Context: an optimization exercise on an open-source flow, tuned for small area. The choices shown serve that exercise and are no tape-out recipe. In this exercise RTL edits were held to simulation tests only and were not proved equivalent to the original. Power is estimated from default activity; no workload was simulated.

File: design/flow/config.mk
export PLATFORM = sky130hd
export DESIGN_NAME = esp_frame_rx
export DESIGN_NICKNAME = esp_frame_rx
export VERILOG_FILES = /design/flow/design.v
export SDC_FILE = /design/flow/constraint.sdc
export NUM_CORES = 4
export LEC_CHECK = 0
export CAP_MARGIN = 20
export CORE_MARGIN = 2
export CORE_UTILIZATION = 65
export PLACE_DENSITY = 0.75
export SLEW_MARGIN = 20
export SYNTH_HIERARCHICAL = 1
export SYNTH_MINIMUM_KEEP_SIZE = 0
File: design/flow/constraint.sdc
create_clock -name core_clock -period 12.0 [get_ports {clk}]
set_input_delay 2.4000 -clock core_clock [delete_from_list [all_inputs] [get_ports {clk}]]
set_output_delay 2.4000 -clock core_clock [all_outputs]
set_load 0.01 [all_outputs]
File: design/flow/design.v
module esp_frame_rx (
    input  wire        clk,
    input  wire        rst,
    input  wire        cmd_valid,
    output wire        cmd_ready,
    input  wire [7:0]  cmd_op,
    input  wire [15:0] cmd_n,
    output reg         rsp_valid,
    output reg  [2:0]  rsp_tag,
    output wire [3:0]  rsp_code,
    output reg  [8:0]  rsp_a,
    output reg  [7:0]  rsp_b,
    input  wire [6:0]  rd_idx,
    output wire [7:0]  rd_data,
    output wire        src_rd,
    input  wire [1:0]  src_stat,
    input  wire [7:0]  src_data
);
    localparam [7:0] DS = 8'hA5;
    localparam [7:0] DE = 8'h5A;
    localparam [7:0] OP_BUFFER = 8'h01;
    localparam [7:0] OP_PEEK   = 8'h02;
    localparam [7:0] OP_SLICE  = 8'h03;
    localparam [7:0] OP_DRAIN  = 8'h04;
    localparam [7:0] OP_RECV   = 8'h12;
    localparam [2:0] T_READY  = 3'd0;
    localparam [2:0] T_WBLOCK = 3'd1;
    localparam [2:0] T_ERR    = 3'd2;
    localparam [2:0] T_FAULT  = 3'd3;
    localparam [2:0] T_REFUSE = 3'd4;
    localparam [1:0] C_EARLY_END   = 2'd0;
    localparam [1:0] C_CRC         = 2'd1;
    localparam [1:0] C_MISSING_END = 2'd2;
    localparam [1:0] C_TRANSPORT   = 2'd3;
    localparam [2:0] S_IDLE  = 3'd0;
    localparam [2:0] S_BUF   = 3'd1;    
    localparam [2:0] S_PEEK  = 3'd2;    
    localparam [2:0] S_SCAN  = 3'd3;    
    localparam [2:0] S_BODY  = 3'd4;    
    localparam [2:0] S_END   = 3'd5;    
    localparam [2:0] S_DROP  = 3'd6;    
    localparam [2:0] S_DRAIN = 3'd7;    
    reg  [1023:0] ring;
    wire [7:0]    tap = ring[1023:1016];
    reg [6:0] ptr;        
    reg [7:0] count;
    reg [6:0] roff;       
    reg       faulted;
    reg [2:0] state;
    reg [1:0] rsp_code_lo;
    assign rsp_code = {2'b01, rsp_code_lo};
    function [8:0] add8;
        input [7:0] x;
        input [7:0] y;
        input       ci;
        integer k;
        reg c;
        begin
            c = ci;
            for (k = 0; k < 8; k = k + 1) begin
                add8[k] = x[k] ^ y[k] ^ c;
                c = (x[k] & y[k]) | (c & (x[k] ^ y[k]));
            end
            add8[8] = c;
        end
    endfunction
    function [6:0] add7;
        input [6:0] x;
        input [6:0] y;
        input       ci;
        integer k;
        reg c;
        begin
            c = ci;
            for (k = 0; k < 7; k = k + 1) begin
                add7[k] = x[k] ^ y[k] ^ c;
                c = (x[k] & y[k]) | (c & (x[k] ^ y[k]));
            end
        end
    endfunction
    function [7:0] crc8_byte;
        input [7:0] c_in;
        input [7:0] b;
        integer k;
        reg [7:0] c;
        begin
            c = c_in ^ b;
            for (k = 0; k < 8; k = k + 1)
                c = c[0] ? ((c >> 1) ^ 8'h8C) : (c >> 1);
            crc8_byte = c;
        end
    endfunction
    wire idle = (state == S_IDLE);
    wire take = cmd_valid && idle;
    assign cmd_ready = idle;
    wire head_at_tap = (ptr == 7'd0);
    wire tail_at_tap = (ptr == count[6:0]);
    assign src_rd = !rst && (state == S_BUF) && !count[7] && tail_at_tap && !rsp_code_lo[1];
    rx_rdport u_rd (.addr(add7(roff, rd_idx, 1'b0)), .ring(ring), .q(rd_data));
    always @(posedge clk)
        ring <= {ring[1015:0], src_rd ? src_data : tap};
    reg  [7:0] cx;
    reg        cc;
    always @(*) begin
        case (state)
        S_IDLE:  begin cx = ~cmd_n[7:0];   cc = 1'b1; end   
        S_BUF:   begin cx = 8'h00;         cc = 1'b1; end   
        S_END:   begin cx = ~{1'b0, ptr};  cc = 1'b0; end   
        default: begin cx = 8'hFF;         cc = 1'b0; end   
        endcase
    end
    wire [8:0] csum = add8(count, cx, cc);
    wire       cge  = csum[8];      
    wire len_at_tap = (ptr == 7'd1);
    wire at_cb      = (ptr == add7(rsp_b[6:0], 7'd2, 1'b0)) && !len_at_tap;
    wire op_ok = (cmd_op == OP_BUFFER) || (cmd_op == OP_PEEK) || (cmd_op == OP_SLICE) ||
                 (cmd_op == OP_DRAIN) || (cmd_op == OP_RECV);
    always @(posedge clk) begin
        case (state)
        S_IDLE:  rsp_tag <= !op_ok ? T_REFUSE : faulted ? T_FAULT :
                            (cmd_op == OP_DRAIN) ? T_FAULT : T_READY;
        S_BUF:   rsp_tag <= rsp_code_lo[1] ? T_ERR : T_READY;
        S_SCAN:  rsp_tag <= T_WBLOCK;
        S_BODY:  rsp_tag <= T_WBLOCK;
        S_END:   rsp_tag <= cge ? T_READY : T_WBLOCK;
        S_DROP:  rsp_tag <= T_ERR;
        default: rsp_tag <= T_READY;
        endcase
    end
    always @(posedge clk) begin
        ptr  <= add7(ptr, 7'd0, 1'b1);
        roff <= add7(roff, 7'h7F, 1'b0);
        rsp_valid <= 1'b0;
        if (rst) begin
            state   <= S_IDLE;
            ptr     <= 7'd0;
            count   <= 8'd0;
            faulted <= 1'b0;
        end else begin
            case (state)
            S_IDLE: if (take) begin
                if (!op_ok || faulted) begin
                    rsp_valid <= 1'b1;
                end else begin
                    case (cmd_op)
                    OP_BUFFER: begin
                        rsp_code_lo[1] <= 1'b0;
                        state          <= S_BUF;
                    end
                    OP_PEEK: begin
                        rsp_code_lo[0] <= 1'b0;
                        if (count == 8'd0) begin
                            rsp_valid <= 1'b1;
                            rsp_a     <= {1'b0, count};
                        end else
                            state <= S_PEEK;
                    end
                    OP_SLICE: begin
                        rsp_code_lo[0] <= 1'b1;
                        state          <= S_PEEK;
                    end
                    OP_DRAIN: begin
                        if (!cge || cmd_n[15:8] != 8'd0) begin
                            rsp_valid <= 1'b1;
                            faulted   <= 1'b1;
                        end else begin
                            count <= csum[7:0];
                            roff  <= cmd_n[6:0];
                            state <= S_DRAIN;
                        end
                    end
                    default: state <= S_SCAN;    
                    endcase
                end
            end
            S_BUF: begin
                if (count[7]) begin
                    rsp_valid <= 1'b1;
                    state     <= S_IDLE;
                end else if (tail_at_tap) begin
                    if (rsp_code_lo[1]) begin
                        rsp_valid <= 1'b1;
                        rsp_a     <= {1'b0, tap};
                        state     <= S_IDLE;
                    end else if (src_stat[1]) begin
                        rsp_code_lo <= C_TRANSPORT;
                    end else if (src_stat[0]) begin
                        count <= csum[7:0];
                    end else begin
                        rsp_valid <= 1'b1;
                        state     <= S_IDLE;
                    end
                end
            end
            S_PEEK: if (head_at_tap) begin
                rsp_valid <= 1'b1;
                state     <= S_IDLE;
                if (rsp_code_lo[0]) begin
                    roff  <= 7'h7F;
                    rsp_a <= {1'b0, count};
                end else
                    rsp_a <= {1'b1, tap};
            end
            S_DRAIN: begin
                if (roff == 7'd0) begin
                    rsp_valid <= 1'b1;
                    state     <= S_IDLE;
                end else
                    ptr <= ptr;
            end
            S_SCAN: begin
                rsp_a          <= 9'd0;
                rsp_code_lo[1] <= 1'b0;
                if (count == 8'd0) begin
                    rsp_valid <= 1'b1;
                    state     <= S_IDLE;
                end else if (head_at_tap) begin
                    if (tap == DS) begin
                        state <= S_BODY;
                    end else begin
                        ptr   <= ptr;
                        count <= csum[7:0];
                    end
                end
            end
            S_BODY: begin
                if (len_at_tap) begin
                    roff  <= 7'd0;       
                    rsp_b <= tap;
                    if (count[7:1] == 7'd0 || tap > 8'd124) begin
                        rsp_valid <= 1'b1;
                        state     <= S_IDLE;
                    end
                end
                if (at_cb) begin
                    rsp_b <= tap;
                    state <= S_END;
                end else
                    rsp_a <= {1'b0, crc8_byte(rsp_a[7:0], tap)};
                if (tap == DE)
                    rsp_code_lo[1] <= 1'b1;
            end
            S_END: begin
                state <= S_DROP;
                if (!cge) begin
                    rsp_valid <= 1'b1;
                    state     <= S_IDLE;
                end else if (tap != DE && rsp_code_lo[1]) begin
                    rsp_code_lo <= C_EARLY_END;
                    rsp_b       <= {1'b0, ptr};
                end else if (rsp_a[7:0] != rsp_b) begin
                    rsp_code_lo <= C_CRC;
                end else if (tap != DE) begin
                    rsp_code_lo <= C_MISSING_END;
                    rsp_a       <= {2'b00, ptr};
                    rsp_b       <= tap;
                end else begin
                    rsp_valid <= 1'b1;
                    rsp_a     <= {2'b00, ~roff};
                    ptr       <= 7'd0;
                    count     <= csum[7:0];
                    state     <= S_IDLE;
                end
            end
            S_DROP: begin
                if (rsp_code_lo == C_EARLY_END) begin
                    if (head_at_tap)
                        rsp_a <= 9'd0;
                    else if (tap == DE)
                        rsp_a <= {2'b00, ptr};
                end
                if (rsp_code_lo == C_EARLY_END ? (ptr == rsp_b[6:0]) : (ptr == 7'h7F)) begin
                    rsp_valid <= 1'b1;
                    roff      <= 7'd0;
                    ptr       <= ptr;
                    count     <= csum[7:0];
                    state     <= S_IDLE;
                end
            end
            default: state <= S_IDLE;
            endcase
        end
    end
endmodule
module rx_rdport (
    input  wire [6:0]    addr,
    input  wire [1023:0] ring,
    output wire [7:0]    q
);
    wire [127:0] sel;
    rx_dec128 u_dec (.a(addr), .sel(sel));
    genvar b, i;
    generate
        for (b = 0; b < 8; b = b + 1) begin : gbit
            wire [127:0] d;
            for (i = 0; i < 128; i = i + 1) begin : gbyte
                assign d[i] = ring[8*(127 - i) + b];
            end
            rx_sel128 u_sel (.sel(sel), .d(d), .q(q[b]));
        end
    endgenerate
endmodule
module rx_dec128 (
    input  wire [6:0]   a,
    output wire [127:0] sel
);
    wire [7:0]  lo_n;
    wire [15:0] hi_n;
    rx_pre3 u_lo (.a(a[2:0]), .y_n(lo_n));
    rx_pre4 u_hi (.a(a[6:3]), .y_n(hi_n));
    genvar h, l;
    generate
        for (h = 0; h < 16; h = h + 1) begin : gh
            for (l = 0; l < 8; l = l + 1) begin : gl
                rx_nor2 u_n (.a(hi_n[h]), .b(lo_n[l]), .y(sel[8*h + l]));
            end
        end
    endgenerate
endmodule
module rx_pre3 (
    input  wire [2:0] a,
    output wire [7:0] y_n
);
    assign y_n = ~(8'd1 << a);
endmodule
module rx_pre4 (
    input  wire [3:0]  a,
    output wire [15:0] y_n
);
    wire [3:0] p, q;
    rx_pre2 u_p (.a(a[1:0]), .y(p));
    rx_pre2 u_q (.a(a[3:2]), .y(q));
    genvar i, j;
    generate
        for (i = 0; i < 4; i = i + 1) begin : gi
            for (j = 0; j < 4; j = j + 1) begin : gj
                rx_nand2 u_n (.a(q[i]), .b(p[j]), .y(y_n[4*i + j]));
            end
        end
    endgenerate
endmodule
module rx_pre2 (
    input  wire [1:0] a,
    output wire [3:0] y
);
    assign y = 4'd1 << a;
endmodule
module rx_nand2 (
    input  wire a, b,
    output wire y
);
    assign y = ~(a & b);
endmodule
module rx_nor2 (
    input  wire a, b,
    output wire y
);
    assign y = ~(a | b);
endmodule
module rx_sel128 (
    input  wire [127:0] sel,
    input  wire [127:0] d,
    output wire         q
);
    wire [42:0] t;
    genvar g;
    generate
        for (g = 0; g < 42; g = g + 1) begin : grp
            rx_aoi222 u_g (.a0(sel[3*g]),   .b0(d[3*g]),
                           .a1(sel[3*g+1]), .b1(d[3*g+1]),
                           .a2(sel[3*g+2]), .b2(d[3*g+2]), .y(t[g]));
        end
    endgenerate
    rx_aoi22 u_last (.a0(sel[126]), .b0(d[126]), .a1(sel[127]), .b1(d[127]), .y(t[42]));
    rx_nand43 u_or (.x(t), .y(q));
endmodule
module rx_aoi222 (
    input  wire a0, b0, a1, b1, a2, b2,
    output wire y
);
    assign y = ~((a0 & b0) | (a1 & b1) | (a2 & b2));
endmodule
module rx_aoi22 (
    input  wire a0, b0, a1, b1,
    output wire y
);
    assign y = ~((a0 & b0) | (a1 & b1));
endmodule
module rx_nand43 (
    input  wire [42:0] x,
    output wire        y
);
    assign y = ~&x;
endmodule
File: design/flow/flow/run.sh
#!/bin/bash
# Own flow: the standard layout (standard.sh: the standard synthesis script
# and the ORFS steps to finish) with three options changed:
#  - synthesis maps logic with an area-oriented ABC script (flow/abc_map.script)
#    in place of ORFS's abc_speed.script, which ends with buffering and
#    upsizing; everything else in synthesis, the flip-flops included, is as
#    in the standard synthesis;
#  - port buffers use the smallest buffer cell;
#  - clock tree synthesis uses sink clusters of clkbuf_8 and no dummy loads.
# Each tool's full output stays in the ORFS logs under orfs/logs; make's own
# output goes to layout.log.
set -euo pipefail
here=$(pwd)
mkdir -p scripts
cp -r "$FLOW_HOME/scripts/." scripts/
cp flow/abc_map.script scripts/abc_speed.script
export SCRIPTS_DIR="$here/scripts"
export BUFFER_PORTS_ARGS="-buffer_cell sky130_fd_sc_hd__buf_1"
export CTS_ARGS="-sink_clustering_enable -repair_clock_nets -dont_use_dummy_load -buf_list sky130_fd_sc_hd__clkbuf_8 -sink_clustering_size 18 -sink_clustering_max_diameter 60"
bash standard.sh > layout.log 2>&1
File: design/flow/flow/abc_map.script
&get -n
&st
&syn2
&dch
&nf
&st
&syn2
&dch
&nf
&put
File: design/flow/standard.sh
#!/bin/bash
# synth_recipe.tcl (not shown) runs the flow's synth.tcl, then flattens the netlist and writes it again
# the make line also repeats each setting of config.mk as NAME=value (left out here)
make -C /OpenROAD-flow-scripts/flow DESIGN_CONFIG=/design/flow/config.mk WORK_HOME=/design/flow/orfs CLKGATE_MAP_FILE= SYNTH_SCRIPT=/design/flow/synth_recipe.tcl "${@:-finish}"
==> results of run 1 <==
-- how the worst max path moves through the flow --
stage / start / to / cells past startpoint
global placement: rd_idx[0] / rd_data[4] / 19
floorplan: rd_idx[0] / rd_data[0] / 17
global route: rd_idx[0] / rd_data[0] / 19
finish: rd_idx[0] / rd_data[0] / 19
CTS: rd_idx[0] / rd_data[0] / 19
detailed placement: rd_idx[0] / rd_data[4] / 19
-- metal layers --
| metal | vias to the layer above | global-route usage | part of all wire | wire [um] |
|---|---|---|---|---|
| li1 | 8797 | - | - | - |
| met1 | 9568 | 0.423 | 0.43 | 30500 |
| met2 | 1028 | 0.468 | 0.45 | 32400 |
| met3 | 151 | 0.0581 | 0.089 | 6360 |
| met4 | 0 | 0.0920 | 0.029 | 2070 |
| met5 | - | 0 | 0 | 0 |
-- cells in the mapped netlist (11+ instances only) --
library cell	number
a211oi_1	11
nand3_1	31
nor3_1	20
mux2_1	12
dfxtp_1	1054
clkinv_1	29
ha_1	17
o21ai_0	42
nand2_1	59
a22oi_1	27
a21oi_1	29
nand2b_1	13
a31oi_1	15
a222oi_1	336
nor2_1	178
fa_1	13
xnor2_1	27
edfxtp_1	19
nor4_1	24
nand4_1	84
xor2_1	16
-- per-stage QoR --
step	cells	setup WS (ns)	utilization	area, um2
2_1_floorplan	2150	3.57	-	29500
3_3_place_gp	2835	1.31	0.678	30600
3_5_place_dp	2835	1.45	0.678	30600
4_1_cts	2906	1.46	0.700	31600
5_1_grt	2906	1.24	0.700	31600
6_report	2906	1.25	0.700	31600
-- cells in the final DEF (no fill, tap or decap), types with 7 or more instances in the layout --
cell,n
o211ai_1,7
nand2_1,59
nor2_1,178
fa_1,13
a31oi_1,15
dfxtp_1,1054
mux2_1,12
xnor2_1,27
a21oi_1,29
nor4_1,24
a211oi_1,11
nand4_1,84
buf_4,11
clkbuf_8,71
a22oi_1,27
o21ai_0,42
nand2b_1,13
nand3_1,31
buf_1,76
ha_1,17
xor2_1,16
clkinv_1,29
a222oi_1,336
nor3_1,20
edfxtp_1,19
-- per-module statistics from Yosys (local to each module, per instance), excerpt --
| module | cell area (um2) | times used |
|---|---|---|
| rx_nand2 | 3.75 | 16 |
| esp_frame_rx | 24700 | 1 |
| rx_nand43 | 90.1 | 8 |
| rx_aoi222 | 10.0 | 336 |
| rx_pre2 | 22.5 | 2 |
| rx_aoi22 | 7.51 | 8 |
| rx_pre3 | 60.1 | 1 |
| rx_nor2 | 3.75 | 128 |
-- state kept, by name, summed over array words and instances, names as in the netlist --
| register | cells |
|---|---|
| faulted | 1 |
| ring | 1024 |
| state | 3 |
| roff | 7 |
| rsp_a | 9 |
| ptr | 7 |
| rsp_tag | 3 |
| rsp_valid | 1 |
| rsp_b | 8 |
| count | 8 |
| rsp_code_lo | 2 |
-- critical path, delay by kind of cell --
| family | cells | cell delay (ns) |
|---|---|---|
| buffers and inverters | 4 | 0.38 |
| AOI/OAI and AO/OA | 1 | 0.53 |
| adders and majority gates | 6 | 1.90 |
| xor gates and xnor gates | 2 | 1.00 |
| and+or+nand+nor | 6 | 2.14 |
-- cell families (layout without fill, tap and decap cells) --
family | after synthesis | in the layout
compound gates | 495 | 495
xor+xnor | 43 | 43
fa+ha+maj | 30 | 30
buf+inv | 31 | 187
flops | 1073 | 1073
mux | 14 | 14
other cells | 2 | 2
simple gates | 462 | 462
-- power by group --
group          switching (mW)  internal [mW]
clock                   0.997          0.535
sequential             0.0898           3.66
combinational           0.806          0.278
total                    1.89           4.48
-- cell type report --
class | instances | area, um2
flip-flops and latches | 1073 | 21700
fillers | 3223 | 13500
multi-input cells | 1046 | 7700
clock buffers | 71 | 977
well taps | 600 | 751
repair buffers | 87 | 368
inverters | 29 | 109
==> results by group, run 1 <==
Clock tree
  – PostCTS Resize Cnt: 0
  – H-tree levels: 3
  – CTS tree: yes
  – Clock Tree Root: clkbuf_8
  – CTS sink count: 1,073
  – Cts hold-fix bufs: 0
  – Worst skew pair latency: 0.65 ns
  – Max clock buf depth: 3
  – Num CTS Buffers: 71
  – CTS clk-pin slew, worst paths: 0.11 ns
  – Postcts setup bufs: 0

Power
  – VDD IR max: 185 uV
  – Leak pwr: 11.4 nW
  – PnR Total Power: 6.37 mW
  – Pwr dens: 202 nW/um2

Yosys
  – Syn_nets: 2,224
  – Mapped Area: 29,500 um2
  – Syn Area/Cell: 13.7 um2
  – XOR/XNOR share of the synthesized area: 0.0128
  – Multiplexer area fraction after synthesis: 0.00526
  – FF+latch count, synth: 1,073
  – Post-Synth Adder-Cell Area: 0.0160
  – Top cells by area, synth: dfxtp_1, a222oi_1, nor2_1
  – Area leader, netlist: dfxtp_1
  – Asr flop ratio synth: 0
  – Syn. warnings: 7
  – Simple-Gate Fraction of Synth Area: 0.0781
  – Ys flop type: dfxtp_1
  – Synthesized instance count: 2,150
  – Post-synthesis compound-gate area fraction: 0.148
  – Post-synth top area share: 0.716
  – EDFF count, synth: 19
  – Largest family of logic cells by synthesized area: compound AO/OA/AOI/OAI gates
  – Seq/Total Area, Yosys: 0.735
  – Cell variety after synth: 52

Worst setup path
  – Crit-path cells: buf_1 > ha_1 > clkinv_1 > fa_1 > clkinv_1 > fa_1 > fa_1 > fa_1 > fa_1 > xnor2_1 > xnor2_1 > nor2_1 > nand2_1 > nor2_1 > a222oi_1 > nand4_1 > nor4_1 > nand3_1 > buf_1
  – CP startpoint kind: primary input
  – Arr. time, crit path: 8.35 ns
  – WP data required: 9.60 ns
  – R2R Path Start: state[0]$_SDFFE_PP0P_
  – CP max FO: 8
  – Reg2reg end: count[6]$_SDFFE_PP0P_
  – Kind of critical path: primary input to output port
  – Reg2Reg Depth: 21
  – Max incr delay on CP: 0.89 ns
  – FF-to-FF setup slack: 5.77 ns
  – Slowest CP cell: nor4_1
  – Most Frequent Cell on Critical Path: fa_1
  – Nature of the critical path endpoint: output port

STA
  – Hold slack: 0.311 ns
  – Setup Viol. Count Final: 0
  – Crit share post-route: 0.896
  – Setup TNS: 0 ns
  – Slew Limit Fails: 0
  – Max_slew headroom: 0.207
  – Worst slew pin tran: 1.19 ns
  – Final Hold Fails: 0
  – Maximum clock rate: 93.0 MHz
  – RSZ-0062 raised after global routing: false
  – Final critical-path required period: 10.75 ns
  – Final Skew: 0.0624 ns

Place
  – Dpl hpwl: 50,000 um
  – Port Buffer Count: 76
  – GP Congestion: 0.940

Detailed routing
  – WL final: 71,300 um
  – Final ANT Viol Nets: 0
  – Via count: 19,500
  – Drc violations: 0
  – Drt wl/cell: 24.5 um
  – DRT iter0 DRCs: 3,209
  – DRT Pass-1 Iters: 7
  – Detail-routed via count per cell: 6.73

Hold path
  – Hold Path End: ring[851]$_DFF_P_
  – Critical hold path startpoint: ring[843]$_DFF_P_
  – Hold Path Depth: 0
  – Worst Hold Class: register to register

Global routing
  – Vias in the first global route: 18,900
  – Initial antenna violation count: 1
  – Global Route Usage Sum: 0.299
  – Largest net degree at the start of global routing: 24
  – Global-route wire length before repair: 109,000 um
  – Total congestion overflow: 0

Die
  – # rows: 78
  – Horiz. Die Dim: 217 um
  – Starting Density: 0.654
  – Core outline area: 45,100 um2
  – Full die area: 47,100 um2
  – Ports: 79
  – Die height: 217 um

Job
  – Max_cap viols: 0

Outcome
  – Outcome: timing/DRC/antenna clean

Finish
  – Final #Nets: 2,382
  – Fraction of layout cells with a size suffix above 1: 0.0360
  – Inserted Diodes: 0
  – Synth-to-Final Area Change: 7.08%
==> inputs of run 2 (changes only) <==
--- a/design/flow/config.mk
+++ b/design/flow/config.mk
@@ -7,8 +7,8 @@
 export LEC_CHECK = 0
 export CAP_MARGIN = 20
 export CORE_MARGIN = 2
-export CORE_UTILIZATION = 65
-export PLACE_DENSITY = 0.75
+export CORE_UTILIZATION = 50
+export PLACE_DENSITY = 0.65
 export SLEW_MARGIN = 20
 export SYNTH_HIERARCHICAL = 1
 export SYNTH_MINIMUM_KEEP_SIZE = 0
==> run 2 against run 1 <==
Net effect:
- highest routed layer unchanged
- combinational power hardly changed
- via count is 1.3% lower
- clock skew is 0.036 ns higher
- still clean
- flip-flop and latch count stayed put
- first-iteration DRC count is 2.2% lower
==> results by group, run 2 <==
Finish
  – Fin util: 0.542 (-0.158)
  – Most common cell after layout, fill and taps aside: dfxtp_1
  – Largest regs: ring x1024, rsp_a x9
  – Fraction of layout cells with a size suffix above 1: 0.0373 (+0.00127)
  – Max FFs per register: 1,024 (unchanged)
  – Synth-to-Final Area Change: 7.91%
  – Largest Register: ring
  – Most frequent cells in the layout: dfxtp_1, a222oi_1, nor2_1, nand4_1, buf_1
  – Final #Nets: 2,384 (+0.084%)

Clock tree
  – Max clock buf depth: 3 (unchanged)
  – CTS tree: yes
  – Cts hold-fix bufs: 0 (unchanged)
  – CTS sink count: 1,073 (unchanged)
  – PostCTS Resize Cnt: 0 (unchanged)
  – Worst skew pair latency: 0.68 ns (+0.03 ns)
  – H-tree levels: 3 (unchanged)
  – Num CTS Buffers: 72 (+1.4%)
  – Postcts setup bufs: 0 (unchanged)
  – Clock Tree Root: clkbuf_8
  – CTS clk-pin slew, worst paths: 0.10 ns (about the same)

STA
  – Setup TNS: 0 ns (unchanged)
  – Final critical-path required period: 10.89 ns (+0.135 ns)
  – Final Skew: 0.0989 ns (+0.0364 ns)
  – Setup Viol. Count Final: 0 (unchanged)
  – Maximum clock rate: 91.9 MHz (-1.2%)
  – Final Hold Fails: 0 (unchanged)
  – Worst slew pin tran: 1.17 ns (-0.0212 ns)
  – Slew Limit Fails: 0 (unchanged)
  – RSZ-0062 raised after global routing: false
  – Crit share post-route: 0.907 (+0.0112)
  – Max_slew headroom: 0.220 (+0.0125)

Worst setup path
  – WP data required: 9.60 ns (about the same)
  – Kind of critical path: primary input to output port
  – Max incr delay on CP: 1.00 ns (+0.11 ns)
  – Slowest CP cell: nor4_1
  – Most Frequent Cell on Critical Path: fa_1
  – Crit-path cells: buf_1 > ha_1 > clkinv_1 > fa_1 > clkinv_1 > fa_1 > fa_1 > fa_1 > fa_1 > xnor2_1 > xnor2_1 > nor2_1 > nand2_1 > nor2_1 > a222oi_1 > nand4_1 > nor4_1 > nand3_1 > buf_1
  – CP startpoint kind: primary input
  – Nature of the critical path endpoint: output port
  – CP max FO: 8 (unchanged)
  – Arr. time, crit path: 8.49 ns (+0.14 ns)

Global routing
  – Total congestion overflow: 0 (unchanged)
  – Largest net degree at the start of global routing: 24 (unchanged)
  – Vias in the first global route: 18,600 (-1.6%)
  – Global Route Usage Sum: 0.234 (-0.0644)
  – Global-route wire length before repair: 110,000 um (+0.98%)
  – Initial antenna violation count: 3 (+2)

Detailed routing
  – Drc violations: 0 (unchanged)
  – Detail-routed via count per cell: 6.26 (-6.9%)
  – Via count: 19,300 (-1.3%)
  – Final ANT Viol Nets: 0 (unchanged)
  – DRT Pass-1 Iters: 8 (+1)
  – WL final: 72,500 um (+1.6%)
  – DRT iter0 DRCs: 3,138 (-2.2%)
  – Drt wl/cell: 23.5 um (-4.2%)

Yosys
  – FF+latch count, synth: 1,073 (unchanged)
  – EDFF count, synth: 19 (unchanged)
  – Synthesized instance count: 2,150 (unchanged)
  – Top cells by area, synth: dfxtp_1, a222oi_1, nor2_1
  – Cell with the most instances after synthesis: dfxtp_1
  – Asr flop ratio synth: 0 (unchanged)
  – Syn Area/Cell: 13.7 um2 (unchanged)
  – Post-synth top area share: 0.716 (unchanged)
  – Mapped Area: 29,500 um2 (unchanged)
  – Post-synth top cells: dfxtp_1, a222oi_1, nor2_1
  – Seq/Total Area, Yosys: 0.735 (unchanged)
  – Syn_nets: 2,224 (unchanged)
  – Cell variety after synth: 52 (unchanged)
  – Ys flop type: dfxtp_1
  – Area leader, netlist: dfxtp_1
  – Syn. warnings: 7 (unchanged)

Die
  – Starting Density: 0.502 (-0.152)
  – Full die area: 60,900 um2 (+29%)
  – Ports: 79 (unchanged)
  – Die height: 247 um (+14%)
  – Core outline area: 58,700 um2 (+30%)
  – Horiz. Die Dim: 247 um (+14%)
  – # rows: 89 (+14%)

Place
  – GP Congestion: 0.944 (+0.50%)
  – Dpl hpwl: 50,500 um (+1.0%)
  – Port Buffer Count: 76 (unchanged)

Hold path
  – Worst Hold Class: register to register

Job
  – Max_cap viols: 0 (unchanged)

Power
  – VDD IR max: 122 uV (-34%)
  – Leak pwr: 11.4 nW (+0.10%)
  – Pwr dens: 201 nW/um2 (-0.20%)

Outcome
  – Outcome: timing/DRC/antenna clean
## run 2: kinds of logic (layout without fill, tap and decap cells)
logic type                 count (synthesis)  in the layout  synth area share
DFF                                     1073           1073             0.735
AOI/OAI and AO/OA                        495            495             0.148
and+or+nand+nor                          462            462            0.0781
xor gates and xnor gates                  43             43            0.0128
buffers and inverters                     31            189           0.00420
adders and majority gates                 30             30            0.0160
muxes                                     14             14           0.00526
other                                      2              3          0.000255
## run 2: final timing paths
check        cells past startpoint                  start  slack, ns                    end
min reg2reg                      0        ring[3]$_DFF_P_       0.29       ring[11]$_DFF_P_
max                             19              rd_idx[0]       1.11             rd_data[3]
max reg2reg                     19  state[2]$_SDFFE_PP0P_       5.57  count[1]$_SDFFE_PP0P_
min                              0        ring[3]$_DFF_P_       0.29       ring[11]$_DFF_P_
## run 2: cell type report
type                    count  area [um2]
fillers                  4846       26900
clock buffers              72         991
multi-input cells        1046        7700
diodes                      1        2.50
well taps                 773         967
repair buffers             88         379
flip-flops and latches   1073       21700
inverters                  29         109
## run 2: through the flow
step           total power, mW  setup WS (ns)  hold WS (ns)  area [um2]  instances
2_1_floorplan             4.41           3.57         0.330       29500       2150
3_5_place_dp              4.89           1.51         0.335       30800       3009
6_report                  6.41           1.11         0.288       31800       3082
3_3_place_gp              4.88           1.36         0.332       30800       3008
5_1_grt                   6.66           1.16         0.286       31800       3082
4_1_cts                   6.42           1.49         0.273       31800       3081
## run 2: layer usage
layer	vias to the layer above	GRT usage	wire length (um)
met1	9475	0.337	32500
li1	8789	-	-
met2	872	0.350	31500
met4	0	0.0909	2760
met3	161	0.0434	5650
met5	-	0	0
## run 2: worst max-delay path, delay by kind of cell
kind / cells / cell delay [ns]
compound gates: 1 / 0.48
simple gates: 6 / 2.39
fa+ha+maj: 6 / 1.88
xor+xnor: 2 / 0.90
buf+inv: 4 / 0.41
## run 2: where the power goes
group	leakage [nW]	internal, mW	switching [mW]
combinational	2.17	0.283	0.809
sequential	8.68	3.66	0.0921
clock	0.518	0.542	1.02
## run 2: modules after synthesis (local to each module, per instance), a selection
module / copies in the design / cells / flip-flops and latches
esp_frame_rx: 1 / 1526 / 1073
rx_nand43: 8 / 15 / 0
rx_pre3: 1 / 8 / 0
rx_pre2: 2 / 4 / 0
rx_aoi222: 336 / 1 / 0
rx_aoi22: 8 / 1 / 0
rx_nand2: 16 / 1 / 0
rx_nor2: 128 / 1 / 0
==> inputs of run 3 (changes only) <==
--- a/design/flow/flow/run.sh
+++ b/design/flow/flow/run.sh
@@ -6,7 +6,7 @@
 #    upsizing; everything else in synthesis, the flip-flops included, is as
 #    in the standard synthesis;
 #  - port buffers use the smallest buffer cell;
-#  - clock tree synthesis uses sink clusters of clkbuf_8 and no dummy loads.
+#  - clock tree synthesis uses sink clusters of clkbuf_16 and no dummy loads.
 # Each tool's full output stays in the ORFS logs under orfs/logs; make's own
 # output goes to layout.log.
 set -euo pipefail
@@ -16,5 +16,5 @@
 cp flow/abc_map.script scripts/abc_speed.script
 export SCRIPTS_DIR="$here/scripts"
 export BUFFER_PORTS_ARGS="-buffer_cell sky130_fd_sc_hd__buf_1"
-export CTS_ARGS="-sink_clustering_enable -repair_clock_nets -dont_use_dummy_load -buf_list sky130_fd_sc_hd__clkbuf_8 -sink_clustering_size 18 -sink_clustering_max_diameter 60"
+export CTS_ARGS="-sink_clustering_enable -repair_clock_nets -dont_use_dummy_load -buf_list sky130_fd_sc_hd__clkbuf_16 -sink_clustering_size 32 -sink_clustering_max_diameter 60"
 bash standard.sh > layout.log 2>&1
==> run 3 against run 2 <==
Net effect:
- still clean
- sequential power about the same
- count of clock-buffer cells in the layout decreased by 23
- fmax increased by 0.40%
- routed wire length decreased by 0.41%
- clock skew decreased by 0.0084 ns
- non-clock buffer count unchanged
- register-to-register slack about the same
- critical endpoint unchanged
==> results by group, run 3 <==
Worst setup path
  – Most Frequent Cell on Critical Path: fa_1
  – WP data required: 9.60 ns (about the same)
  – Nature of the critical path endpoint: output port
  – Max incr delay on CP: 0.97 ns (-0.03 ns)
  – CP startpoint kind: primary input
  – Kind of critical path: primary input to output port
  – CP max FO: 8 (unchanged)
  – Crit-path cells: buf_1 > ha_1 > clkinv_1 > fa_1 > clkinv_1 > fa_1 > fa_1 > fa_1 > fa_1 > xnor2_1 > xnor2_1 > nor2_1 > nand2_1 > nor2_1 > a222oi_1 > nand4_1 > nor4_1 > nand3_1 > buf_1
  – Slowest CP cell: nor4_1
  – Arr. time, crit path: 8.44 ns (-0.05 ns)

STA
  – Slew Limit Fails: 0 (unchanged)
  – Final setup margin: 1.16 ns (+0.0438 ns)
  – Crit share post-route: 0.904 (-0.00365)
  – Worst slew pin tran: 1.18 ns (+0.00812 ns)
  – Maximum clock rate: 92.2 MHz (+0.40%)
  – Final Skew: 0.0904 ns (-0.00843 ns)
  – Setup TNS: 0 ns (unchanged)
  – Max_slew headroom: 0.214 (-0.00543)
  – RSZ-0062 raised after global routing: false
  – Final Hold Fails: 0 (unchanged)
  – Setup Viol. Count Final: 0 (unchanged)
  – Final critical-path required period: 10.84 ns (-0.0438 ns)
  – Hold slack: 0.281 ns (-0.00726 ns)

Global routing
  – Largest net degree at the start of global routing: 33 (+38%)
  – Initial antenna violation count: 2 (-1)
  – Total congestion overflow: 0 (unchanged)
  – Vias in the first global route: 18,400 (-0.87%)
  – Global-route wire length before repair: 110,000 um (-0.41%)
  – Global Route Usage Sum: 0.232 (-0.00185)

Yosys
  – Seq/Total Area, Yosys: 0.735 (unchanged)
  – Top cells by area, synth: dfxtp_1, a222oi_1, nor2_1
  – Area leader, netlist: dfxtp_1
  – Post-synth top cells: dfxtp_1, a222oi_1, nor2_1
  – Post-synth top area share: 0.716 (unchanged)
  – Syn_nets: 2,224 (unchanged)
  – Mapped Area: 29,500 um2 (unchanged)
  – Cell variety after synth: 52 (unchanged)
  – Syn Area/Cell: 13.7 um2 (unchanged)
  – Asr flop ratio synth: 0 (unchanged)
  – Synthesized instance count: 2,150 (unchanged)
  – EDFF count, synth: 19 (unchanged)
  – FF+latch count, synth: 1,073 (unchanged)
  – Cell with the most instances after synthesis: dfxtp_1
  – Ys flop type: dfxtp_1
  – Syn. warnings: 7 (unchanged)

Finish
  – Most frequent cells in the layout: dfxtp_1, a222oi_1, nor2_1, nand4_1, buf_1
  – Max FFs per register: 1,024 (unchanged)
  – Post-route cell area: 32,100 um2 (+0.73%)
  – Most common cell after layout, fill and taps aside: dfxtp_1
  – Fin util: 0.546 (+0.00396)
  – Inserted Diodes: 0 (-1)
  – Final non-filler cell total: 3,058 (-0.78%)
  – Final #Nets: 2,361 (-0.96%)
  – Fraction of layout cells with a size suffix above 1: 0.0276 (-0.00969)
  – Largest Register: ring
  – Largest regs: ring x1024, rsp_a x9
  – Synth-to-Final Area Change: 8.70%

Job
  – Max_cap viols: 0 (unchanged)

Die
  – Full die area: 60,900 um2 (unchanged)
  – Die height: 247 um (unchanged)
  – # rows: 89 (unchanged)
  – Starting Density: 0.502 (unchanged)
  – Horiz. Die Dim: 247 um (unchanged)
  – Ports: 79 (unchanged)
  – Core outline area: 58,700 um2 (unchanged)

Place
  – Area post-placement: 30,800 um2 (unchanged)
  – GP Congestion: 0.944 (unchanged)
  – Dpl hpwl: 50,500 um (unchanged)
  – DP Worst Slack: 1.51 ns (unchanged)
  – Cell count after placement: 3,009 (unchanged)
  – Port Buffer Count: 76 (unchanged)

Clock tree
  – H-tree levels: 2 (-1)
  – PostCTS Resize Cnt: 0 (unchanged)
  – Worst skew pair latency: 0.63 ns (-0.05 ns)
  – CTS clk-pin slew, worst paths: 0.09 ns (about the same)
  – CTS sink count: 1,073 (unchanged)
  – Postcts setup bufs: 0 (unchanged)
  – Clock Tree Root: clkbuf_16
  – Num CTS Buffers: 49 (-32%)
  – CTS tree: yes
  – Max clock buf depth: 3 (unchanged)
  – Cts hold-fix bufs: 0 (unchanged)

Outcome
  – Outcome: timing/DRC/antenna clean

Detailed routing
  – DRT Pass-1 Iters: 9 (+1)
  – Via count: 19,200 (-0.34%)
  – M1 wire length: 32,300 um (-0.87%)
  – Final ANT Viol Nets: 0 (unchanged)
  – Drt wl/cell: 23.6 um (+0.37%)
  – WL met2: 31,400 um (-0.31%)
  – Detail-routed via count per cell: 6.29 (+0.45%)
  – Routed met3 length: 5810 um (+2.8%)
  – DRT iter0 DRCs: 3,134 (-0.13%)
  – Highest Signal Layer: met4
  – WL final: 72,200 um (-0.41%)
  – Drc violations: 0 (unchanged)

Power
  – Reg power frac: 0.569 (-0.017)
  – Net Switching: 1.92 mW (+0.39%)
  – Switching Fraction: 0.292 (-0.00774)
  – Int Pwr: 4.68 mW (+4.2%)
  – Clock share of power: 0.265 (+0.022)
  – Comb pwr share: 0.166 (-0.004)
  – Leak pwr: 11.5 nW (+0.76%)
  – PnR Total Power: 6.60 mW (+3.0%)
  – VDD IR max: 132 uV (+8.1%)
  – Pwr dens: 206 nW/um2 (+2.3%)

Hold path
  – Worst Hold Class: register to register
-- run 3: path summary, 6_finish.rpt --
path | startpoint | to | slack (ns) | depth (start not counted)
min reg2reg | ring[6]$_DFF_P_ | ring[14]$_DFF_P_ | 0.28 | 0
min | ring[6]$_DFF_P_ | ring[14]$_DFF_P_ | 0.28 | 0
max | rd_idx[0] | rd_data[3] | 1.16 | 19
max reg2reg | state[2]$_SDFFE_PP0P_ | count[1]$_SDFFE_PP0P_ | 5.56 | 19
-- run 3: logic make-up (layout without fill, tap and decap cells) --
kind of cell,after synthesis,after routing,synth area share
flops,1073,1073,0.735
compound gates,495,495,0.148
simple gates,462,462,0.0781
xor+xnor,43,43,0.0128
buf+inv,31,166,0.00420
fa+ha+maj,30,30,0.0160
mux,14,14,0.00526
other cells,2,2,0.000255
-- run 3: per-layer routing --
metal	vias up	GRT usage
met5	-	0
met4	0	0.0886
met3	152	0.0356
met2	862	0.351
met1	9463	0.337
li1	8755	-
-- run 3: per-module statistics from Yosys, one instance, submodules excluded, excerpt --
module	cells inside	copies in the design	flops+latches
esp_frame_rx	1526	1	1073
rx_nor2	1	128	0
rx_aoi222	1	336	0
rx_aoi22	1	8	0
rx_pre3	8	1	0
rx_pre2	4	2	0
rx_nand43	15	8	0
-- run 3: layout make-up --
class | count | area (um2)
inverter | 29 | 109
tap | 773 | 967
sequential | 1073 | 21700
clock buffer | 49 | 1230
fill | 4815 | 26600
multi-input combinational | 1046 | 7700
timing repair buffer | 88 | 379
-- run 3: power groups by stage --
| stage | clock [mW] | sequential (mW) | combinational [mW] |
|---|---|---|---|
| floorplan | 0 | 3.81 | 0.606 |
| global placement | 0 | 3.83 | 1.04 |
| detailed placement | 0 | 3.84 | 1.06 |
| CTS | 1.78 | 3.76 | 1.06 |
| global route | 1.91 | 3.77 | 1.16 |
| finish | 1.75 | 3.76 | 1.10 |
-- run 3: critical path: cells and delay by family --
family	cells	cell delay (ns)
adders and majority gates	6	1.88
xor gates and xnor gates	2	0.93
and+or+nand+nor	6	2.34
AOI/OAI and AO/OA	1	0.48
buffers and inverters	4	0.40
==> inputs of run 4 (changes only) <==
--- a/design/flow/flow/run.sh
+++ b/design/flow/flow/run.sh
@@ -6,7 +6,7 @@
 #    upsizing; everything else in synthesis, the flip-flops included, is as
 #    in the standard synthesis;
 #  - port buffers use the smallest buffer cell;
-#  - clock tree synthesis uses sink clusters of clkbuf_16 and no dummy loads.
+#  - clock tree synthesis uses sink clusters of clkbuf_8 and no dummy loads.
 # Each tool's full output stays in the ORFS logs under orfs/logs; make's own
 # output goes to layout.log.
 set -euo pipefail
@@ -16,5 +16,5 @@
 cp flow/abc_map.script scripts/abc_speed.script
 export SCRIPTS_DIR="$here/scripts"
 export BUFFER_PORTS_ARGS="-buffer_cell sky130_fd_sc_hd__buf_1"
-export CTS_ARGS="-sink_clustering_enable -repair_clock_nets -dont_use_dummy_load -buf_list sky130_fd_sc_hd__clkbuf_16 -sink_clustering_size 32 -sink_clustering_max_diameter 60"
+export CTS_ARGS="-sink_clustering_enable -repair_clock_nets -dont_use_dummy_load -buf_list sky130_fd_sc_hd__clkbuf_8 -sink_clustering_size 20 -sink_clustering_max_diameter 45"
 bash standard.sh > layout.log 2>&1
--- a/design/flow/config.mk
+++ b/design/flow/config.mk
@@ -7,8 +7,8 @@
 export LEC_CHECK = 0
 export CAP_MARGIN = 20
 export CORE_MARGIN = 2
-export CORE_UTILIZATION = 50
-export PLACE_DENSITY = 0.65
+export CORE_UTILIZATION = 65
+export PLACE_DENSITY = 0.75
 export SLEW_MARGIN = 20
 export SYNTH_HIERARCHICAL = 1
 export SYNTH_MINIMUM_KEEP_SIZE = 0
==> run 4 against run 3 <==
Net effect:
- still clean on timing, DRC and antenna
- final area shrank 1.1%
- core utilization grew 16 points
- setup slack gained 0.085 ns
- die area shrank 23%
- critical path type unchanged
- highest routed layer unchanged
==> results by group, run 4 <==
Clock tree
  – Max clock buf depth: 3 (unchanged)
  – CTS tree: yes
  – Clock Tree Root: clkbuf_8
  – Cts hold-fix bufs: 0 (unchanged)
  – PostCTS Resize Cnt: 0 (unchanged)
  – Worst skew pair latency: 0.68 ns (+0.05 ns)
  – CTS sink count: 1,073 (unchanged)
  – Num CTS Buffers: 81 (+65%)
  – CTS clk-pin slew, worst paths: 0.11 ns (+0.02 ns)
  – H-tree levels: 3 (+1)
  – Postcts setup bufs: 0 (unchanged)

Detailed routing
  – Drc violations: 0 (unchanged)
  – Highest Signal Layer: met4
  – DRT iter0 DRCs: 3,112 (-0.70%)
  – WL met2: 32,000 um (+1.9%)
  – DRT Pass-1 Iters: 8 (-1)
  – WL final: 71,500 um (-0.92%)
  – Drt wl/cell: 24.5 um (+3.9%)
  – Detail-routed via count per cell: 6.70 (+6.6%)
  – Final ANT Viol Nets: 0 (unchanged)
  – M1 wire length: 30,500 um (-5.6%)
  – Routed met3 length: 6710 um (+16%)
  – Via count: 19,500 (+1.6%)

Finish
  – Max FFs per register: 1,024 (unchanged)
  – Inserted Diodes: 0 (unchanged)
  – Fraction of layout cells with a size suffix above 1: 0.0402 (+0.0126)
  – Most frequent cells in the layout: dfxtp_1, a222oi_1, nor2_1, nand4_1, clkbuf_8
  – Fin util: 0.703 (+0.157)
  – Most common cell after layout, fill and taps aside: dfxtp_1
  – Final #Nets: 2,392 (+1.3%)
  – Largest Register: ring
  – Largest regs: ring x1024, rsp_a x9
  – Synth-to-Final Area Change: 7.55%

Yosys
  – Mapped Area: 29,500 um2 (unchanged)
  – Asr flop ratio synth: 0 (unchanged)
  – Cell with the most instances after synthesis: dfxtp_1
  – Syn Area/Cell: 13.7 um2 (unchanged)
  – Cell variety after synth: 52 (unchanged)
  – Synthesized instance count: 2,150 (unchanged)
  – Top cells by area, synth: dfxtp_1, a222oi_1, nor2_1
  – Post-synth top cells: dfxtp_1, a222oi_1, nor2_1
  – Ys flop type: dfxtp_1
  – FF+latch count, synth: 1,073 (unchanged)
  – Syn. warnings: 7 (unchanged)
  – Post-synth top area share: 0.716 (unchanged)
  – Seq/Total Area, Yosys: 0.735 (unchanged)
  – EDFF count, synth: 19 (unchanged)
  – Area leader, netlist: dfxtp_1
  – Syn_nets: 2,224 (unchanged)

Worst setup path
  – CP max FO: 8 (unchanged)
  – Slowest CP cell: nor4_1
  – Arr. time, crit path: 8.36 ns (-0.08 ns)
  – CP startpoint kind: primary input
  – Crit-path cells: buf_1 > ha_1 > clkinv_1 > fa_1 > clkinv_1 > fa_1 > fa_1 > fa_1 > fa_1 > xnor2_1 > xnor2_1 > nor2_1 > nand2_1 > nor2_1 > a222oi_1 > nand4_1 > nor4_1 > nand3_1 > buf_1
  – Max incr delay on CP: 0.87 ns (-0.10 ns)
  – Reg2reg end: count[6]$_SDFFE_PP0P_
  – R2R Path Start: state[0]$_SDFFE_PP0P_
  – FF-to-FF setup slack: 5.74 ns (+0.18 ns)
  – Reg2Reg Depth: 21 (+2)
  – Critical path origin: rd_idx[0]
  – Most Frequent Cell on Critical Path: fa_1
  – Crit path capture: rd_data[0]
  – Kind of critical path: primary input to output port
  – WP data required: 9.60 ns (about the same)
  – Nature of the critical path endpoint: output port

STA
  – Worst slew pin tran: 1.23 ns (+0.0565 ns)
  – Setup Viol. Count Final: 0 (unchanged)
  – Maximum clock rate: 93.0 MHz (+0.79%)
  – Final critical-path required period: 10.76 ns (-0.0851 ns)
  – RSZ-0062 raised after global routing: false
  – Final Hold Fails: 0 (unchanged)
  – Final Skew: 0.0710 ns (-0.0194 ns)
  – Hold slack: 0.297 ns (+0.0161 ns)
  – Setup TNS: 0 ns (unchanged)
  – Max_slew headroom: 0.178 (-0.0360)
  – Crit share post-route: 0.896 (-0.00709)
  – Slew Limit Fails: 0 (unchanged)

Die
  – Core outline area: 45,100 um2 (-23%)
  – Ports: 79 (unchanged)
  – Starting Density: 0.654 (+0.152)
  – Die height: 217 um (-12%)
  – Horiz. Die Dim: 217 um (-12%)
  – # rows: 78 (-12%)
  – Full die area: 47,100 um2 (-23%)

Place
  – Dpl hpwl: 50,000 um (-1.0%)
  – Port Buffer Count: 76 (unchanged)
  – GP Congestion: 0.940 (-0.50%)

Global routing
  – Initial antenna violation count: 1 (-1)
  – Vias in the first global route: 19,000 (+3.1%)
  – Global-route wire length before repair: 109,000 um (-0.32%)
  – Total congestion overflow: 0 (unchanged)
  – Global Route Usage Sum: 0.300 (+0.0676)
  – Largest net degree at the start of global routing: 24 (-27%)

Power
  – PnR Total Power: 6.47 mW (-2.0%)
  – Pwr dens: 204 nW/um2 (-0.92%)
  – Leak pwr: 11.4 nW (-0.23%)
  – VDD IR max: 179 uV (+36%)

Job
  – Max_cap viols: 0 (unchanged)

Hold path
  – Worst Hold Class: register to register

Outcome
  – Outcome: timing/DRC/antenna clean
[run 4: power breakdown]
part	switching, mW	leakage [nW]	internal [mW]	total [mW]
sequential	0.0899	8.68	3.67	3.76
clock	1.03	0.582	0.605	1.63
combinational	0.807	2.17	0.277	1.08
[run 4: worst max-delay path, delay by kind of cell]
family	cells	cell delay, ns
simple gates	6	2.11
xor+xnor	2	1.00
fa+ha+maj	6	1.90
buf+inv	4	0.37
compound gates	1	0.55
[run 4: worst min-delay path by stage]
stage	start	endpoint	cells past startpoint
after detailed placement	ring[388]$_DFF_P_	ring[396]$_DFF_P_	0
after global placement	ring[636]$_DFF_P_	ring[644]$_DFF_P_	0
after floorplan	ring[992]$_DFF_P_	ring[1000]$_DFF_P_	0
final	ring[958]$_DFF_P_	ring[966]$_DFF_P_	0
after CTS	ring[958]$_DFF_P_	ring[966]$_DFF_P_	0
after global routing	ring[958]$_DFF_P_	ring[966]$_DFF_P_	0
[run 4: per-layer routing]
metal	global-route usage	vias to the layer above
met5	0	-
li1	-	8825
met2	0.465	1025
met3	0.0563	170
met1	0.421	9527
met4	0.118	0
[run 4: cell type report]
cell class | instances | area, um2
Timing Repair Buffer | 87 | 368
Tap cell | 600 | 751
Clock buffer | 81 | 1110
Multi-Input combinational cell | 1046 | 7700
Fill cell | 3214 | 13400
Sequential cell | 1073 | 21700
Inverter | 29 | 109
[run 4: Yosys stat by module, one instance, submodules excluded, a selection]
| module | copies in the design | flip-flops and latches | cells inside |
|---|---|---|---|
| rx_pre3 | 1 | 0 | 8 |
| rx_nand43 | 8 | 0 | 15 |
| rx_nand2 | 16 | 0 | 1 |
| rx_aoi222 | 336 | 0 | 1 |
| rx_pre2 | 2 | 0 | 4 |
| rx_aoi22 | 8 | 0 | 1 |
| esp_frame_rx | 1 | 1073 | 1526 |
| rx_nor2 | 128 | 0 | 1 |
[run 4: per-stage QoR]
stage                     cell area [um2]  cells  setup WS, ns
after floorplan                     29500   2150          3.57
after global placement              30600   2835          1.31
after detailed placement            30600   2835          1.45
after CTS                           31700   2916          1.47
after global routing                31700   2916          1.25
final                               31700   2916          1.24
[run 4: cells by family after synthesis]
group,synth area share
compound gates,0.148
fa+ha+maj,0.0160
other cells,0.000255
flops,0.735
buf+inv,0.00420
mux,0.00526
simple gates,0.0781
xor+xnor,0.0128
==> inputs of run 5 (changes only) <==
==> design/flow/run.sh (new file) <==
#!/bin/bash
# synth_recipe.tcl (not shown) runs the flow's synth.tcl, then flattens the netlist and writes it again
# the make line also repeats each setting of config.mk as NAME=value (left out here)
make -C /OpenROAD-flow-scripts/flow DESIGN_CONFIG=/design/flow/config.mk WORK_HOME=/design/flow/orfs CLKGATE_MAP_FILE= SYNTH_SCRIPT=/design/flow/synth_recipe.tcl finish
--- a/design/flow/config.mk
+++ b/design/flow/config.mk
@@ -7,8 +7,11 @@
 export LEC_CHECK = 0
 export CAP_MARGIN = 20
 export CORE_MARGIN = 2
-export CORE_UTILIZATION = 65
-export PLACE_DENSITY = 0.75
+export CORE_UTILIZATION = 50
+export CTS_BUF_LIST = sky130_fd_sc_hd__clkbuf_16
+export CTS_CLUSTER_DIAMETER = 60
+export CTS_CLUSTER_SIZE = 24
+export PLACE_DENSITY = 0.65
 export SLEW_MARGIN = 20
 export SYNTH_HIERARCHICAL = 1
 export SYNTH_MINIMUM_KEEP_SIZE = 0
removed: design/flow/flow/run.sh
removed: design/flow/flow/abc_map.script
removed: design/flow/standard.sh
==> run 5 against run 4 <==
Net effect:
- critical path depth unchanged
- still clean on timing, DRC and antenna
- critical path type unchanged
- combinational power rose by 7%
- power grew 7.7%
==> results by group, run 5 <==
Finish
  – Fraction of layout cells with a size suffix above 1: 0.0568 (+0.0166)
  – Final non-filler cell total: 3,101 (+6.3%)
  – Seq. cell area: 21,700 um2 (unchanged)
  – Multi-input gate area: 8000 um2 (+3.9%)
  – Largest regs: ring x1024, rsp_a x9
  – Fill cell count: 4,795 (+49%)
  – Most frequent cells in the layout: dfxtp_1, a222oi_1, nor2_1, nand4_1, clkdlybuf4s50_1
  – Final #Nets: 2,380 (-0.50%)
  – Most common cell after layout, fill and taps aside: dfxtp_1
  – Largest Register: ring
  – Synth-to-Final Area Change: 11.3%
  – Max FFs per register: 1,024 (unchanged)

Global routing
  – Vias in the first global route: 19,100 (+0.84%)
  – Global Route Usage Sum: 0.246 (-0.0536)
  – Largest net degree at the start of global routing: 42 (+75%)
  – Initial antenna violation count: 3 (+2)
  – Total congestion overflow: 0 (unchanged)
  – Global-route wire length before repair: 119,000 um (+8.6%)

Detailed routing
  – WL met2: 34,900 um (+9.0%)
  – Final ANT Viol Nets: 0 (unchanged)
  – M1 wire length: 35,200 um (+15%)
  – Detail-routed via count per cell: 6.39 (-4.7%)
  – WL final: 78,300 um (+9.5%)
  – DRT iter0 DRCs: 3,512 (+13%)
  – Drt wl/cell: 25.3 um (+3.0%)
  – Via count: 19,800 (+1.4%)
  – DRT Pass-1 Iters: 25 (+17)
  – Routed met3 length: 6360 um (-5.3%)
  – Drc violations: 0 (unchanged)
  – Highest Signal Layer: met4

Yosys
  – Ys flop type: dfxtp_1
  – Synthesized instance count: 2,189 (+1.8%)
  – Post-synth top cells: dfxtp_1, a222oi_1, nor2_1
  – Post-Synth Adder-Cell Area: 0.0158 (-0.000229)
  – Simple-Gate Fraction of Synth Area: 0.0820 (+0.00390)
  – Top cells by area, synth: dfxtp_1, a222oi_1, nor2_1
  – Area leader, netlist: dfxtp_1
  – Multiplexer area fraction after synthesis: 0.00899 (+0.00373)
  – Post-synth top area share: 0.705 (-0.0102)
  – Mapped Area: 29,900 um2 (+1.5%)
  – Largest family of logic cells by synthesized area: compound AO/OA/AOI/OAI gates
  – FF+latch count, synth: 1,073 (unchanged)
  – EDFF count, synth: 19 (unchanged)
  – Syn. warnings: 7 (unchanged)
  – Syn Area/Cell: 13.7 um2 (-0.36%)
  – Syn_nets: 2,263 (+1.8%)
  – Asr flop ratio synth: 0 (unchanged)
  – Cell variety after synth: 81 (+56%)
  – Cell with the most instances after synthesis: dfxtp_1
  – XOR/XNOR share of the synthesized area: 0.0146 (+0.00187)
  – Post-synthesis compound-gate area fraction: 0.146 (-0.00275)
  – Seq/Total Area, Yosys: 0.724 (-0.0105)

Worst setup path
  – Reg2reg end: count[5]$_SDFFE_PP0P_
  – CP startpoint kind: primary input
  – Nature of the critical path endpoint: output port
  – Crit path buf inv count: 4 (unchanged)
  – Slowest CP cell: nor4_1
  – Kind of critical path: primary input to output port
  – Max incr delay on CP: 0.77 ns (-0.10 ns)
  – CP delay by family, top: simple AND/OR/NAND/NOR gates
  – Crit-path cells: clkdlybuf4s50_1 > ha_1 > inv_1 > fa_1 > inv_1 > fa_1 > fa_1 > fa_1 > fa_1 > xnor2_1 > xnor2_1 > and2b_2 > nand2_1 > nor2_1 > a222oi_1 > nand4_1 > nor4_1 > nand3_1 > clkdlybuf4s50_1
  – R2R Path Start: state[1]$_SDFFE_PP0P_
  – WP data required: 9.60 ns (about the same)
  – FF-to-FF setup slack: 6.04 ns (+0.30 ns)
  – CP max FO: 8 (unchanged)
  – Arr. time, crit path: 8.68 ns (+0.32 ns)
  – Most Frequent Cell on Critical Path: fa_1
  – Reg2Reg Depth: 18 (-14%)

Die
  – Horiz. Die Dim: 249 um (+15%)
  – Ports: 79 (unchanged)
  – # rows: 89 (+14%)
  – Full die area: 61,800 um2 (+31%)
  – Starting Density: 0.506 (-0.148)
  – Die height: 249 um (+15%)
  – Core outline area: 59,100 um2 (+31%)

STA
  – Crit share post-route: 0.923 (+0.0268)
  – Max_slew headroom: 0.365 (+0.187)
  – Hold slack: 0.340 ns (+0.0433 ns)
  – Final critical-path required period: 11.08 ns (+0.322 ns)
  – Maximum clock rate: 90.3 MHz (-2.9%)
  – Slew Limit Fails: 0 (unchanged)
  – Final Skew: 0.0253 ns (-0.0458 ns)
  – RSZ-0062 raised after global routing: false
  – Setup Viol. Count Final: 0 (unchanged)
  – Worst slew pin tran: 0.944 ns (-0.289 ns)
  – Final Hold Fails: 0 (unchanged)
  – Setup TNS: 0 ns (unchanged)

Outcome
  – Outcome: timing/DRC/antenna clean

Place
  – GP Congestion: 0.925 (-1.6%)
  – Cell count after placement: 3,020 (+6.5%)
  – Port Buffer Count: 76 (unchanged)
  – Dpl hpwl: 56,300 um (+13%)

Clock tree
  – CTS tree: yes
  – CTS sink count: 1,073 (unchanged)
  – Postcts setup bufs: 0 (unchanged)
  – PostCTS Resize Cnt: 0 (unchanged)
  – Cts hold-fix bufs: 0 (unchanged)
  – Worst skew pair latency: 0.65 ns (-0.03 ns)
  – Clock Tree Root: clkbuf_16
  – CTS clk-pin slew, worst paths: 0.09 ns (-0.02 ns)
  – Num CTS Buffers: 57 (-30%)
  – Max clock buf depth: 3 (unchanged)
  – H-tree levels: 2 (-1)

Power
  – Leak pwr: 12.1 nW (+5.6%)
  – VDD IR max: 139 uV (-22%)
  – PnR Total Power: 6.97 mW (+7.7%)
  – Pwr dens: 209 nW/um2 (+2.6%)

Hold path
  – Worst Hold Class: register to register
  – Hold Path Depth: 0 (unchanged)
  – Critical hold path startpoint: ring[348]$_DFF_P_
  – Hold Path End: ring[356]$_DFF_P_

Job
  – Max_cap viols: 0 (unchanged)
run 5: cell types whose count changed after synthesis, sizes merged, moves of 5 or more:
cell / previous run / this run
buf: 2 / 17
inv: 0 / 23
o22ai: 2 / 7
a31oi: 15 / 6
clkbuf: 0 / 17
nand2b: 13 / 20
a211oi: 11 / 5
mux2i: 2 / 10
nor2: 178 / 183
a22oi: 27 / 16
clkinv: 29 / 0
run 5: worst max path at each step:
| stage | start | to | slack, ns | cells past startpoint |
|---|---|---|---|---|
| 6_report | rd_idx[0] | rd_data[1] | 0.92 | 19 |
| 5_1_grt | rd_idx[0] | rd_data[5] | 0.72 | 19 |
| 4_1_cts | rd_idx[0] | rd_data[5] | 1.04 | 19 |
| 3_5_place_dp | rd_idx[0] | rd_data[5] | 1.06 | 19 |
| 3_3_place_gp | rd_idx[0] | rd_data[5] | 0.98 | 19 |
| 2_1_floorplan | rd_idx[0] | rd_data[0] | 3.47 | 17 |
run 5: Yosys stat by module (local to each module, per instance), excerpt:
module        cell area [um2]  cells inside  flip-flops and latches
esp_frame_rx            25100          1565                    1073
rx_aoi22                 12.5             1                       0
rx_aoi222                10.0             1                       0
rx_nand2                 3.75             1                       0
rx_nand43                90.1            15                       0
rx_nor2                  3.75             1                       0
rx_pre2                  26.3             4                       0
rx_pre3                  60.1             8                       0
run 5: worst register-to-register path, cell delays in order (launching register included):
cell and delay (ns):
dfxtp_1 0.32, buf_4 0.29, inv_1 0.29, nand2_1 0.14
fa_1 0.21, fa_1 0.23, fa_1 0.22, fa_1 0.20
fa_1 0.17, inv_1 0.06, fa_1 0.43, fa_1 0.47
fa_1 0.58, or3_1 0.47, nor4_4 0.29, a21boi_0 0.16
o21bai_1 0.22, nor3b_2 0.75, mux2_1 0.39
run 5: per-layer routing:
layer  GRT usage  vias to the layer above
met2       0.380                      998
met4      0.0712                        0
met3      0.0389                      127
met1       0.360                     9857
met5           0                        -
li1            -                     8829
run 5: cell families (layout without fill, tap and decap cells):
| kind of cell | after synthesis | count (layout) |
|---|---|---|
| and+or+nand+nor | 472 | 472 |
| xor gates and xnor gates | 50 | 50 |
| DFF | 1073 | 1073 |
| AOI/OAI and AO/OA | 480 | 480 |
| muxes | 25 | 25 |
| adders and majority gates | 30 | 30 |
| buffers and inverters | 57 | 193 |
| other | 2 | 5 |
run 5: where the power goes:
group          switching (mW)  total [mW]  internal, mW
Clock                    1.16        2.06         0.895
Sequential             0.0914        3.76          3.67
Combinational           0.815        1.16         0.340
Total                    2.07        6.97          4.90
run 5: area by class of cell:
| class | count | area share |
|---|---|---|
| Inverter | 23 | 0.00259 |
| Clock buffer | 57 | 0.0428 |
| Sequential cell | 1073 | 0.651 |
| Timing Repair Buffer | 92 | 0.0266 |
| Clock inverter | 21 | 0.00759 |
| Antenna cell | 3 | 0.000225 |
| Tap cell | 773 | 0.0291 |
| Multi-Input combinational cell | 1059 | 0.240 |
run 5: metrics by stage:
| stage | worst slack (ns) | util | area [um2] |
|---|---|---|---|
| 6_report | 0.921 | 0.563 | 33300 |
| 5_1_grt | 0.716 | 0.563 | 33300 |
| 4_1_cts | 1.04 | 0.563 | 33300 |
| 3_5_place_dp | 1.06 | 0.535 | 31600 |
| 3_3_place_gp | 0.978 | 0.534 | 31600 |
| 2_1_floorplan | 3.47 | - | 29900 |

==> separate check: timing with driven ports <==
In the flow no input, the clock included, has a driving cell. The finished layouts below were timed again as built, in two steps. Step 1 sets driving cells, clkbuf_16 on the clock port and buf_2 on the other inputs (assumed; they add their load-dependent delay and slew). Step 2 also shifts input and output timing later by t, the mid clock arrival at the registers, as if the neighbouring blocks saw the same clock. a / b / c = ideal / step 1 / step 2; a / b = the first two.
run	t, ns	slack for setup (ns)	hold WS [ns]
run 1	0.690	1.249 / 1.226 / 1.226	0.311 / 0.311 / 0.311
run 2	0.690	1.114 / 1.088 / 1.088	0.288 / 0.288 / 0.288
run 3	0.656	1.158 / 1.131 / 1.131	0.281 / 0.281 / 0.281
run 4	0.717	1.243 / 1.220 / 1.220	0.297 / 0.297 / 0.297
run 5	0.706	0.921 / 0.896 / 0.896	0.340 / 0.340 / 0.340
After both steps setup and hold are still met in every run listed. For run 3, which loses most, drivers alone change the setup slack by -0.027 ns; drivers and shift together by -0.027 ns.
